Background: an optimization exercise with open tools, aiming at small area, a short achievable clock period and few clock cycles. Do not read the settings as production practice. RTL that was checked went through simulation tests only; none was proved equivalent to the original. Power and IR drop assume default switching activity.

the reference run:
// line_decoder
module line_decoder (
    input  wire               clk,
    input  wire               rst,
    input  wire               start,
    input  wire        [2:0]  cmd_scheme,
    input  wire        [15:0] cmd_ncells,
    input  wire signed [15:0] cmd_spb,
    input  wire        [11:0] cmd_fs,
    input  wire               s_valid,
    output wire               s_ready,
    input  wire signed [11:0] s_data,
    output reg                b_valid,
    output reg                b_bit,
    output reg                busy,
    output reg                done,
    output reg         [1:0]  res,
    output wire        [15:0] outlen
);
Size in the first run: ~1700 cells after synthesis, ~300 flip-flops, ~86 I/O pins.
Settings: LEC_CHECK=0, CAP_MARGIN=20, CORE_MARGIN=2, CORE_UTILIZATION=40, PLACE_DENSITY=0.6, SLEW_MARGIN=20; clock period 12.0 ns.
standard.sh (not shown) runs the stock make flow with config.mk's settings and CLKGATE_MAP_FILE= SYNTH_SCRIPT=/design/flow/synth_recipe.tcl, a recipe that flattens the netlist after the stock synthesis.
==> flow/flow/run.sh <==
#!/bin/bash
# Standard layout, with timing repair aimed at a tighter setup target than the clock period.
set -euo pipefail
bash standard.sh SETUP_SLACK_MARGIN=8.7 CORE_UTILIZATION=60 PLACE_DENSITY=0.75 CTS_ARGS=-sink_clustering_enable\ -repair_clock_nets\ -sink_clustering_size\ 24\ -sink_clustering_max_diameter\ 80\ -dont_use_dummy_load finish > standard_flow.log 2>&1
The reference run closes out successfully: all stages finished, all timing, DRC and antenna checks passed.
### the reference run -> the trial run
==> flow/flow/run.sh <==
#!/bin/bash
# Standard layout, with timing repair aimed at a tighter setup target than the clock period.
set -euo pipefail
bash standard.sh SETUP_SLACK_MARGIN=8.7 CORE_UTILIZATION=60 PLACE_DENSITY=0.75 CTS_CLUSTER_SIZE=24 CTS_CLUSTER_DIAMETER=80 finish > standard_flow.log 2>&1
The die area of the reference run and that of the trial run are within noise of each other. The trial run vs. the reference run: wire length increased by 690 um relative to the old numbers, via count of the first global-routing pass moved up, fraction of layout instances using a drive strength above 1 now larger, area growth from synthesis to layout rose by 1.9 points. Going from the reference run to the trial run, core utilization grows by 1.2 points. The trial run vs. the reference run: global-route usage comparable; clock skew now smaller; overall power of the completed layout now larger; setup slack now smaller.
No functional check of the RTL was part of any run of this note.

* * *

== fjord ==
Another version of the RTL of line_decoder (not shown whole).
Size: about 1800 cells after synthesis, roughly 86 I/O pins, about 0.017 sq mm of cells after synthesis.
Settings: LEC_CHECK=0, CAP_MARGIN=20, CORE_MARGIN=2, CORE_UTILIZATION=40, PLACE_DENSITY=0.6, SLEW_MARGIN=20; clock period 12.0 ns.
==> flow/flow/run.sh <==
#!/bin/bash
# Standard layout, with timing repair aimed at a tighter setup target than the clock period.
set -euo pipefail
bash standard.sh SETUP_SLACK_MARGIN=8.8 CTS_CLUSTER_SIZE=20 CTS_CLUSTER_DIAMETER=60 finish > standard_flow.log 2>&1
Testbench counts of fjord, summed over its fixed seeds: cycles 62,204.
Relative to fjord, the following input files were edited for onyx:
==> flow/flow/run.sh <==
#!/bin/bash
# Standard layout, with timing repair aimed at a tighter setup target than the clock period.
set -euo pipefail
bash standard.sh SETUP_SLACK_MARGIN=8.8 finish > standard_flow.log 2>&1
[summary]
Looking at the reports, onyx completed the entire flow and the layout it produced met the timing, design-rule and antenna checks.
From fjord to onyx the numbers moved as follows: power per standard cell area increased by about 6% relative to the old numbers, aggregate global-route resource usage closely matched the old numbers, final cell count increased by about 0.5% relative to the old numbers, final period demand of the worst path decreased by 75 ps relative to the old numbers.
Input-level comparison between indigo and onyx:
==> flow/flow/run.sh <==
#!/bin/bash
# Standard layout, with timing repair aimed at a tighter setup target than the clock period.
set -euo pipefail
bash standard.sh SETUP_SLACK_MARGIN=8.7 CORE_UTILIZATION=60 PLACE_DENSITY=0.75 finish > standard_flow.log 2>&1
Notes after the runs:
Worst setup slack, onyx and indigo: lower on indigo
Going from onyx to indigo, clock-buffer cell count moved up; longest individual stage delay on the worst path closely matched the old numbers; sequential cell area in the final layout flat.
Compared with onyx, indigo shows wire length lower by 0.47%.
Combinational share of power was lower in onyx than in indigo.
The detailed-route vias per instance of indigo is higher than that of onyx.
Area overhead of the layout relative to synthesis for indigo is lower than for onyx.
Input changes introduced in yarrow (baseline for comparison: indigo):
==> flow/flow/run.sh <==
#!/bin/bash
# Standard layout, with timing repair aimed at a tighter setup target than the clock period.
set -euo pipefail
bash standard.sh SETUP_SLACK_MARGIN=8.7 CORE_UTILIZATION=60 PLACE_DENSITY=0.75 CTS_CLUSTER_SIZE=24 CTS_CLUSTER_DIAMETER=80 finish > standard_flow.log 2>&1
### Flow results
The final layout from yarrow, which completed every stage, passed the timing, design-rule and antenna checks at the end of the flow.
yarrow against indigo: hold slack rose 5.0 ps, reported net switching power fell 0.076 mW, wire length on met1 fell 0.62%, fraction of power consumed by the clock network fell 12 points, per-cell via count in the routed design about even.
For time the final worst path needs with I/O delays and setup, indigo and yarrow come out practically identical.
Compared with indigo, yarrow shows a design area that is 710 sq um lower.
Of yarrow and indigo, it is yarrow that has the lower routing usage on met3.
The aggregate global-route resource usage of yarrow falls short of that of indigo by 0.76 points.
On yarrow: sequential share of layout area is 1.3 points higher than what indigo gave.

* * *

Another version of the RTL of line_decoder (not shown whole).
Size in the first run: roughly 2000 cells after synthesis, about 320 flip-flops.
export LEC_CHECK = 0
export CAP_MARGIN = 20
export CORE_MARGIN = 2
export CORE_UTILIZATION = 40
export PLACE_DENSITY = 0.6
export SLEW_MARGIN = 20
create_clock -name core_clock -period 12.0 [get_ports {clk}]
==> flow/flow/run.sh <==
#!/bin/bash
# Standard layout, with timing repair aimed at a tighter setup target than the clock period.
set -euo pipefail
bash standard.sh SETUP_SLACK_MARGIN=8.4 finish > standard_flow.log 2>&1
The baseline finished with timing, DRC and antenna clean.
Testbench counts at the start, summed over its fixed seeds: cycles 62,204.
Rerun with:
==> flow/flow/run.sh (replaced) <==
#!/bin/bash
# Standard layout, with timing repair aimed at a tighter setup target than the clock period.
set -euo pipefail
bash standard.sh SETUP_SLACK_MARGIN=8.8 finish > standard_flow.log 2>&1
The new run finished with timing, DRC and antenna clean.
Clock power drops by about 3%.
Wire length rises by about 5%.
Flip-flop and latch count does not change.
Rerun with:
==> flow/run.sh (new file) <==
#!/bin/bash
# synth_recipe.tcl (not shown) runs the flow's synth.tcl, then flattens the netlist and writes it again
# the make line also repeats each setting of config.mk as NAME=value (left out here)
make -C /OpenROAD-flow-scripts/flow DESIGN_CONFIG=/design/flow/config.mk WORK_HOME=/design/flow/orfs CLKGATE_MAP_FILE= SYNTH_SCRIPT=/design/flow/synth_recipe.tcl finish
removed: flow/flow/run.sh
removed: flow/standard.sh
Result: Routed wire length is lower by 3.6%; clock skew is lower by 3.7 ps; worst setup slack is worse by 520 ps; core utilization is lower by 2.5 points; design area is lower by 5.1%; non-clock buffer count is lower by 49; die area is unchanged; worst hold slack barely changes; total power is higher by 0.44%; via count is lower by 1.4%; sequential cell count is unchanged.

-- what the ideal ports hide --
The results above use ideal ports. As a check the final layouts listed here were re-extracted and re-timed, cells and wires unchanged. Step 1 (the two cells are an assumption about what drives the block):
set clk [get_ports {clk}]
set_driving_cell -lib_cell sky130_fd_sc_hd__clkbuf_16 $clk
set_driving_cell -lib_cell sky130_fd_sc_hd__buf_2 [delete_from_list [all_inputs] $clk]
Step 2 adds t to the input delays and takes it off the output delays; t is the mean of the earliest and latest rising clock arrival at the registers after step 1. Input paths then give back, and output paths get back, about the clock's delay inside the block. Three values: ideal, step 1, step 2; two values: the first two.
run	t, ns	slack for setup (ns)	worst register clock-pin slew, ns	worst slew at a driven data input, ns
the reference run	0.546	8.466 / 8.466 / 8.160	0.10 / 0.10	0.05
the trial run	0.555	8.388 / 8.388 / 8.155	0.10 / 0.10	0.05
fjord	0.635	8.542 / 8.489 / 8.210	0.08 / 0.08	0.06
onyx	0.569	8.617 / 8.565 / 8.272	0.06 / 0.06	0.06
indigo	0.571	8.584 / 8.532 / 8.126	0.06 / 0.06	0.05
yarrow	0.570	8.585 / 8.533 / 8.172	0.10 / 0.10	0.05
the first run of note 3	0.609	8.437 / 8.384 / 7.884	0.06 / 0.06	0.07
the second run of note 3	0.602	8.581 / 8.524 / 8.209	0.07 / 0.07	0.09
the third run of note 3	0.599	8.064 / 8.009 / 7.529	0.06 / 0.06	0.09
After both steps setup and hold are still met in every run listed. The setup slack of the first run of note 3, which loses most, moves by -0.053 ns with the drivers and by -0.553 ns with both steps.
